Source: an optimization exercise on an open RTL-to-GDS flow (aim: small area and a short achievable clock period). Production flows keep margins and buffers that such runs may drop. Only simulation tests tie the RTL to the original design; equivalence was not proved. Power is estimated from default activity; no workload was simulated.

## v20
## ava_core
module ava_core (
    input  wire        clk,
    input  wire        rst,           
    input  wire [15:0] prog_len,      
    output wire [15:0] prog_addr,     
    input  wire [7:0]  prog_data,     
    output reg  [31:0] stk_w_data,
    output reg         stk_w_valid,
    input  wire        stk_w_ready,
    input  wire [31:0] stk_r_data,
    input  wire        stk_r_valid,
    output reg         stk_r_ready,
    output reg  [7:0]  out_data,
    output reg         out_valid,
    input  wire        out_ready,
    output wire        halt,
    output wire        fault,
    output wire [2:0]  cause,
    output wire        push_lost,
    output wire        out_lost
);
    localparam [3:0] S_INIT     = 4'd0;
    localparam [3:0] S_DECODE   = 4'd1;
    localparam [3:0] S_PUSHIMM1 = 4'd2;
    localparam [3:0] S_PUSHIMM2 = 4'd3;
    localparam [3:0] S_PUSHVAR1 = 4'd4;
    localparam [3:0] S_PUSHVAR2 = 4'd5;
    localparam [3:0] S_PUSHVAR3 = 4'd6;
    localparam [3:0] S_LET1     = 4'd7;    
    localparam [3:0] S_LETW     = 4'd8;    
    localparam [3:0] S_PRINT    = 4'd9;
    localparam [3:0] S_ALU1     = 4'd10;
    localparam [3:0] S_ALU2     = 4'd11;
    localparam [3:0] S_ALU3     = 4'd12;
    localparam [3:0] S_ALU4     = 4'd13;
    localparam [3:0] S_DONE     = 4'd14;
    localparam [7:0] OPC_PUSH_IMM  = 8'h01;
    localparam [7:0] OPC_PUSH_VAR  = 8'h0a;
    localparam [7:0] OPC_LET       = 8'h20;
    localparam [7:0] OPC_PRINT     = 8'h80;
    localparam [7:0] OPC_PRINT_LF  = 8'h82;
    localparam [7:0] OPC_ADD       = 8'ha0;
    localparam [7:0] OPC_MUL       = 8'ha5;
    localparam [2:0] C_NONE      = 3'd0;
    localparam [2:0] C_END       = 3'd1;
    localparam [2:0] C_UNKNOWN   = 3'd2;
    localparam [2:0] C_TRUNC     = 3'd6;
    localparam [2:0] C_BADSLOT   = 3'd7;
    reg  [3:0]  st;
    reg  [15:0] pc;
    reg  [7:0]  fb1;       
    reg         op_mul;
    reg  [15:0] opb;
    reg  [31:8] csx, csy;  
    reg  [7:0]  lo_sum;    
    reg         lo_cy;     
    reg  [2:0]  cause_r;
    reg         push_lost_r;
    reg         out_lost_r;
    reg  [31:0] slot0, slot1, slot2, slot3;
    wire [7:0] fb = prog_data;
    assign prog_addr = pc;
  ...
Size: ~230 flip-flops, about 130 I/O pins, about 16000 sq um of cells after synthesis.
export LEC_CHECK = 0
export CAP_MARGIN = 20
export CORE_MARGIN = 2
export CORE_UTILIZATION = 55
export SETUP_SLACK_MARGIN = 4.7
export SLEW_MARGIN = 20
export SYNTH_HIERARCHICAL = 1
create_clock -name core_clock -period 10.0 [get_ports {clk}]
standard.sh (not shown) runs the stock make flow with config.mk's settings and CLKGATE_MAP_FILE= SYNTH_SCRIPT=/design/flow/synth_recipe.tcl, a recipe that flattens the netlist after the stock synthesis.
==> flow/flow/run.sh <==
#!/bin/bash
# The standard layout, with plain buffers (not delay cells) on the ports.
set -euo pipefail
export BUFFER_PORTS_ARGS="-buffer_cell sky130_fd_sc_hd__buf_2"
bash standard.sh finish > standard_flow.log 2>&1
Input changes introduced in v43 (baseline for comparison: v20):
- CORE_UTILIZATION changed from 55 to 65
- PLACE_DENSITY newly set to 0.72
==> flow/flow/run.sh <==
#!/bin/bash
# The standard layout, with plain buffers (not delay cells) on the ports and
# a clock tree of smaller leaf buffers.
set -euo pipefail
export BUFFER_PORTS_ARGS="-buffer_cell sky130_fd_sc_hd__buf_2"
export CTS_ARGS="-sink_clustering_enable -repair_clock_nets -root_buf sky130_fd_sc_hd__clkbuf_16 -buf_list {sky130_fd_sc_hd__clkbuf_8} -sink_clustering_size 10 -sink_clustering_max_diameter 50 -sink_clustering_buffer sky130_fd_sc_hd__clkbuf_4 -dont_use_dummy_load"
bash standard.sh finish > standard_flow.log 2>&1
Results
- Reported for v20 and v43, multiplexer area fraction after synthesis turned out identical to the last digit.
- Measured against each other, v20 and v43 differ in die area, the lower figure coming from v43.
- Re number of sequential storage elements: no difference whatsoever between v20 and v43.
- Power (v43 over v20): decrease, about 8%
- The run showing the smaller cell area is v43.
- Of v20 and v43, v43 shows the lower total placed instance area, with v20 above it.
- The effective utilization at floorplan of v43 exceeds that of v20 by 10 points.
- Fraction of power consumed by combinational cells for v43: 5.2 points up relative to v20
- Xor-xnor portion of the synthesized cell area: v43 vs v20, no meaningful difference
Setup changes, v43 to v48
- changing CORE_UTILIZATION from 65 to 55
- removing PLACE_DENSITY (formerly 0.72)
==> flow/flow/run.sh <==
#!/bin/bash
# The standard layout, with plain buffers (not delay cells) on the ports and
# a clock tree of smaller leaf buffers.
set -euo pipefail
export BUFFER_PORTS_ARGS="-buffer_cell sky130_fd_sc_hd__buf_2"
export CTS_ARGS="-sink_clustering_enable -repair_clock_nets -root_buf sky130_fd_sc_hd__clkbuf_16 -buf_list {sky130_fd_sc_hd__clkbuf_8 sky130_fd_sc_hd__clkbuf_16} -sink_clustering_buffer sky130_fd_sc_hd__clkbuf_4 -dont_use_dummy_load"
bash standard.sh finish > standard_flow.log 2>&1
==> comparison <==
- Going from v43 to v48, first-pass GRT wire length saw an increase; sum of met3 wire segment lengths after detailed routing down 16%.
- v48 vs. v43: number of distinct standard cells referenced by the synthesized netlist level; final wirelength moved up; sequential share of layout area moved down.
- | multi-input gate area in the final layout | v43 vs v48 | ≈ equal |
- The worst setup slack of v48 and that of v43 are within noise of each other.
- Tightest slew margin relative to the limit came out higher on v48 than on v43.
- The non-clock buffer count in v48 was higher than what v43 gave.
- Re largest driver fanout on the critical path: no difference whatsoever between v43 and v48.
- Between v43 and v48, the worst voltage drop across the vdd grid is higher for v43.
- v48: full flow OK, the timing, design-rule and antenna checks passed
--- input diff v48..v46 ---
- CORE_UTILIZATION changed from 55 to 65
- PLACE_DENSITY newly set to 0.72
==> comparison <==
Row highest net fanout along the worst path: v46 higher / v48 lower. Compared with v48, in v46 slew at the pin closest to its max-slew limit went up 0.22 ns; final setup slack of the worst path increased by 0.067 ns relative to the old numbers; cell count fell about 3.4%; sequential share of layout area went up by 0.37 points. As far as combinational power share is concerned, v46 and v48 perform about the same. Diff v48 -> v46 | count of clock-buffer cells in the layout | down by a few percent. Area of the die on v46 is down relative to v48.
--- input diff v46..v3 ---
- a change of CORE_UTILIZATION from 65 to 55
- a deleted PLACE_DENSITY that had been 0.72
==> flow/flow/run.sh <==
#!/bin/bash
# The standard layout, with plain buffers (not delay cells) on the ports and
# a clock tree of smaller leaf buffers.
set -euo pipefail
export BUFFER_PORTS_ARGS="-buffer_cell sky130_fd_sc_hd__buf_2"
export CTS_ARGS="-sink_clustering_enable -repair_clock_nets -root_buf sky130_fd_sc_hd__clkbuf_16 -buf_list {sky130_fd_sc_hd__clkbuf_8} -sink_clustering_size 10 -sink_clustering_max_diameter 50 -sink_clustering_buffer sky130_fd_sc_hd__clkbuf_4 -dont_use_dummy_load"
bash standard.sh finish > standard_flow.log 2>&1
==> comparison <==
Per-cell routed wire length for v3: about 2% up relative to v46
The total of clock buffers placed in the layout in v3 sits 41% below the value recorded for v46.
Critical path depth: v3 vs v46 up 6
[v3] ratio of final minimum period to clock period rose 0.30 points relative to v46
There was hardly any difference in register-to-register setup slack between v3 and v46.
The share of the final layout cell area in sequential cells of v3 and that of v46 are within noise of each other.
Lower setup slack after placement goes to v46 over v3.
Setup slack of the critical path after layout delta (v3 − v46): unfavourable

* * *

Setup of job 169:
ava_core, a different RTL version from the one above (not shown whole).
Size: ~240 flip-flops, about 16000 um^2 of cells after synthesis.
make LEC_CHECK=0 CAP_MARGIN=20 CORE_MARGIN=2 CORE_UTILIZATION=55 SETUP_SLACK_MARGIN=4.7 SLEW_MARGIN=20 finish   # period 10.0 ns
run.sh (not shown) runs the stock make flow with config.mk's settings and CLKGATE_MAP_FILE= SYNTH_SCRIPT=/design/flow/synth_recipe.tcl, a recipe that flattens the netlist after the stock synthesis.
Stock flow here: none of the scripts above is used.
--- input diff job 169..job 8705 ---
- SETUP_SLACK_MARGIN now 5, was 4.7
- ABC_CLOCK_PERIOD_IN_PS now 4500, previously not set
==> flow/flow/run.sh (new file) <==
#!/bin/bash
# The standard layout, with plain buffers (not delay cells) on the ports.
set -euo pipefail
export BUFFER_PORTS_ARGS="-buffer_cell sky130_fd_sc_hd__buf_2"
bash standard.sh finish > standard_flow.log 2>&1
==> flow/standard.sh (new file) <==
#!/bin/bash
# synth_recipe.tcl (not shown) runs the flow's synth.tcl, then flattens the netlist and writes it again
# the make line also repeats each setting of config.mk as NAME=value (left out here)
make -C /OpenROAD-flow-scripts/flow DESIGN_CONFIG=/design/flow/config.mk WORK_HOME=/design/flow/orfs CLKGATE_MAP_FILE= SYNTH_SCRIPT=/design/flow/synth_recipe.tcl "${@:-finish}"
removed: flow/run.sh
[summary]
- Number of buffers and inverters on the critical path: job 8705 < job 169
- Between job 169 and job 8705, the cell count went up.
- A slowest library cell on the worst path of or3_4 is what job 8705 shows, while dlygate4sd2_1 belongs to job 169.
- Wire length of the first global-routing pass, job 169 and job 8705, higher one = job 8705.
- Register share of total power, job 169 and job 8705, lower one = job 169.
- Job 8705 has more setup slack than job 169.
- Compared with job 169, job 8705 shows combinational power lower by about 7%.
- In the metrics for job 169 and job 8705, the one carrying the lower final period demand of the worst path is job 8705.
- Job 8705 finished end to end and its layout was clean on timing, DRC and antenna.
- Summary of job 8705 over job 169: met3 global-route usage went down by 0.67 points; design area lost 640 um^2.
Changes in job 743 relative to job 8705:
- setting CTS_CLUSTER_SIZE to 16 for the first time
- setting CTS_BUF_LIST to sky130_fd_sc_hd__clkbuf_8 for the first time
- setting CTS_CLUSTER_DIAMETER to 50 for the first time
==> flow/run.sh (new file) <==
#!/bin/bash
# synth_recipe.tcl (not shown) runs the flow's synth.tcl, then flattens the netlist and writes it again
# the make line also repeats each setting of config.mk as NAME=value (left out here)
make -C /OpenROAD-flow-scripts/flow DESIGN_CONFIG=/design/flow/config.mk WORK_HOME=/design/flow/orfs CLKGATE_MAP_FILE= SYNTH_SCRIPT=/design/flow/synth_recipe.tcl finish
removed: flow/flow/run.sh
removed: flow/standard.sh
Results
Number of unique standard cell types used by synthesis came out exactly the same in job 8705 and job 743.
Measured against job 743, the clock-net power of job 8705 comes out at 1.3 times the reference value.
Per the comparison of job 743 with job 8705, clock slew at the register clock pins of the worst setup and hold paths higher, final cell count now sits higher, final-layout worst hold slack shows an increase of 0.0042 ns.
For job 8705, the standard cell with the maximum stage delay on the critical path was or3_4, unlike job 743, where it was a211oi_2.
Summary of job 743 over job 8705: met1 capacity usage during global routing decreased 0.32 points; share of the synthesized netlist area taken by xor and xnor gates essentially unchanged; share of total power in combinational logic increased 4.2 points.
Job 743 vs. job 8705: global-route wire length before repair went up about 4.6%, global placer's final weighted congestion lost 1.8%.
Where wire length is concerned, job 8705 is better than job 743.
> inputs changed (job 743 -> job 3371)
- clearing CTS_CLUSTER_SIZE, which used to be 16
- clearing CTS_CLUSTER_DIAMETER, which used to be 50
- swapping 4500 for 2000 in ABC_CLOCK_PERIOD_IN_PS
- clearing CTS_BUF_LIST, which used to be sky130_fd_sc_hd__clkbuf_8
Notes after the runs:
Worst hold margin deteriorates in job 3371 relative to job 743. Job 743 has a higher share of cell area taken by multi-input logic gates than job 3371. Cell area was higher in job 3371 than in job 743. When the final numbers for job 743 and job 3371 were put side by side, the clock-pin slew of the registers on the worst-case setup and hold paths turned out to be greater in job 743. Compared to job 743, job 3371 has final core utilization 0.79 points higher. Between job 743 and job 3371, the cell count went down. Job 3371 vs. job 743: proportion of cell area occupied by registers went down; detailed-routing wirelength on met1 went down. Between job 3371 and job 743, the met1 demand-to-capacity share in global routing does not differ in any meaningful way. Wire length of the first global-routing pass for job 3371 is higher than for job 743.

* * *

## tundra
ava_core, a different RTL version from the one above (not shown whole).
For scale: ~230 flip-flops, ~130 I/O pins.
clock: 10.0 ns
lec_check: 0
cap_margin: 20
core_margin: 2
core_utilization: 65
place_density: 0.72
setup_slack_margin: 4.85
slew_margin: 20
synth_hierarchical: 1
standard.sh (not shown) runs the stock make flow with config.mk's settings and CLKGATE_MAP_FILE= SYNTH_SCRIPT=/design/flow/synth_recipe.tcl, a recipe that flattens the netlist after the stock synthesis.
==> flow/flow/run.sh <==
#!/bin/bash
# The standard layout, with plain buffers (not delay cells) on the ports and
# a clock tree of smaller leaf buffers.
set -euo pipefail
export BUFFER_PORTS_ARGS="-buffer_cell sky130_fd_sc_hd__buf_2"
export CTS_ARGS="-sink_clustering_enable -repair_clock_nets -root_buf sky130_fd_sc_hd__clkbuf_16 -buf_list {sky130_fd_sc_hd__clkbuf_8} -sink_clustering_size 10 -sink_clustering_max_diameter 50 -sink_clustering_buffer sky130_fd_sc_hd__clkbuf_4 -dont_use_dummy_load"
bash standard.sh finish > standard_flow.log 2>&1
tundra: full flow OK, the timing, design-rule and antenna checks passed
#### Input delta (raven over tundra)
- SETUP_SLACK_MARGIN no longer set, was 4.85
==> flow/flow/run.sh <==
#!/bin/bash
# The standard layout, with plain buffers (not delay cells) on the ports and
# a clock tree of smaller leaf buffers.
set -euo pipefail
export BUFFER_PORTS_ARGS="-buffer_cell sky130_fd_sc_hd__buf_2"
export CTS_ARGS="-sink_clustering_enable -repair_clock_nets -root_buf sky130_fd_sc_hd__clkbuf_16 -buf_list {sky130_fd_sc_hd__clkbuf_8} -sink_clustering_size 10 -sink_clustering_max_diameter 50 -sink_clustering_buffer sky130_fd_sc_hd__clkbuf_4 -dont_use_dummy_load"
export SETUP_SLACK_MARGIN=5.4
bash standard.sh finish > standard_flow.log 2>&1
Notes after the runs:
- tundra → raven: proportion of final cell area spent on non-clock buffers has increased, inverter count has increased, overall power consumption has increased, cell count has increased, area growth from synthesis to layout has increased.
- Comparing the two runs side by side, raven comes out behind tundra on final design area excluding fillers.
- Routing usage on met3 sits higher in raven than in tundra.
- Fraction of standard cell area that is sequential: raven vs tundra down 2.5 points
- Measured against each other, tundra and raven differ in hold slack, the higher figure coming from raven.
- raven: done, clean on timing, DRC and antenna
- In the flow results for tundra and raven, the post-layout minimum cycle time is larger on tundra.
- There was hardly any difference in number of cells after detailed placement between raven and tundra.
### raven -> quartz
- SETUP_SLACK_MARGIN: unset -> 4.7
==> flow/flow/run.sh <==
#!/bin/bash
# The standard layout, with plain buffers (not delay cells) on the ports and
# a clock tree of smaller leaf buffers.
set -euo pipefail
export BUFFER_PORTS_ARGS="-buffer_cell sky130_fd_sc_hd__buf_2"
export CTS_ARGS="-sink_clustering_enable -repair_clock_nets -root_buf sky130_fd_sc_hd__clkbuf_16 -buf_list {sky130_fd_sc_hd__clkbuf_8} -sink_clustering_size 10 -sink_clustering_max_diameter 50 -sink_clustering_buffer sky130_fd_sc_hd__clkbuf_4 -dont_use_dummy_load"
bash standard.sh finish > standard_flow.log 2>&1
==> summary.txt <==
Per the final summary, quartz finished and its layout is clean on timing, DRC and antenna. Of quartz and raven, it is quartz that has the lower proportion of power drawn by combinational gates. [compare] base=raven new=quartz: cell area decreased 7.1%; clock skew decreased 0.018 ns; overall track demand over capacity in global routing decreased 2.4 points. In quartz relative to raven, non-clock buffer count had gone down by more than 10%. Diff raven -> quartz: multi-input gate count barely changed, met2 usage in global routing dropped 3.0 points, power dropped 6.6%, wire length after detailed routing dropped about 8%. Clock-buffer cell count in quartz vs raven: down 4. Via count for quartz: 477 down relative to raven.
Input changes introduced in sierra (baseline for comparison: quartz):
- SETUP_SLACK_MARGIN changed from 4.7 to 5.0
- TNS_END_PERCENT newly set to 30
Results
| part of the power in the clock network | sierra vs quartz | ≈ equal |
Higher critical path depth in cells goes to sierra over quartz.
quartz ended up with sky130_fd_sc_hd__buf_2 as its cell at the slowest stage of the critical path; sierra ended up with sky130_fd_sc_hd__xnor2_1.
Between quartz and sierra, met3 routing resource usage after global routing decreased.
Every run in the comparison, quartz and sierra, completed the flow with a clean layout.
For aggregate global routing overflow, sierra and quartz come out practically identical.
Worst clock skew: quartz and sierra compared, lower one is sierra

## re-timing with driven ports
How much do the figures lean on ideal ports? The routed layouts below were timed once more, with nothing changed but the port constraints.
Step 1: set_driving_cell puts a clkbuf_16 on clk and a buf_2 on each other input, an assumption about the parent block.
Step 2 adds t to the input delays and takes it off the output delays; t is the mean of the earliest and latest rising clock arrival at the registers after step 1. Input paths then give back, and output paths get back, about the clock's delay inside the block.
Slacks: no drivers / after step 1 / after step 2; pairs: no drivers / after step 1.
| run | shift t [ns] | setup slack, ns | worst data-port slew with drivers (ns) |
|---|---|---|---|
| v20 | 0.565 | 4.753 / 4.702 / 4.506 | 0.06 |
| v43 | 0.528 | 4.724 / 4.673 / 4.547 | 0.05 |
| v48 | 0.512 | 4.724 / 4.671 / 4.526 | 0.06 |
| v46 | 0.520 | 4.792 / 4.747 / 4.538 | 0.05 |
| v3 | 0.520 | 4.761 / 4.707 / 4.515 | 0.06 |
| job 169 | 0.609 | 4.756 / 4.717 / 4.392 | 0.05 |
| job 8705 | 0.601 | 4.801 / 4.764 / 4.430 | 0.06 |
| job 743 | 0.631 | 4.663 / 4.613 / 4.468 | 0.09 |
| job 3371 | 0.599 | 4.745 / 4.690 / 4.556 | 0.08 |
| tundra | 0.540 | 4.900 / 4.864 / 4.569 | 0.06 |
| raven | 0.510 | 5.173 / 5.122 / 4.795 | 0.19 |
| quartz | 0.540 | 4.732 / 4.711 / 4.567 | 0.06 |
| sierra | 0.529 | 5.028 / 4.977 / 4.561 | 0.06 |
After both steps setup and hold are still met in every run listed. For sierra, which loses most, drivers alone change the setup slack by -0.051 ns; drivers and shift together by -0.467 ns.
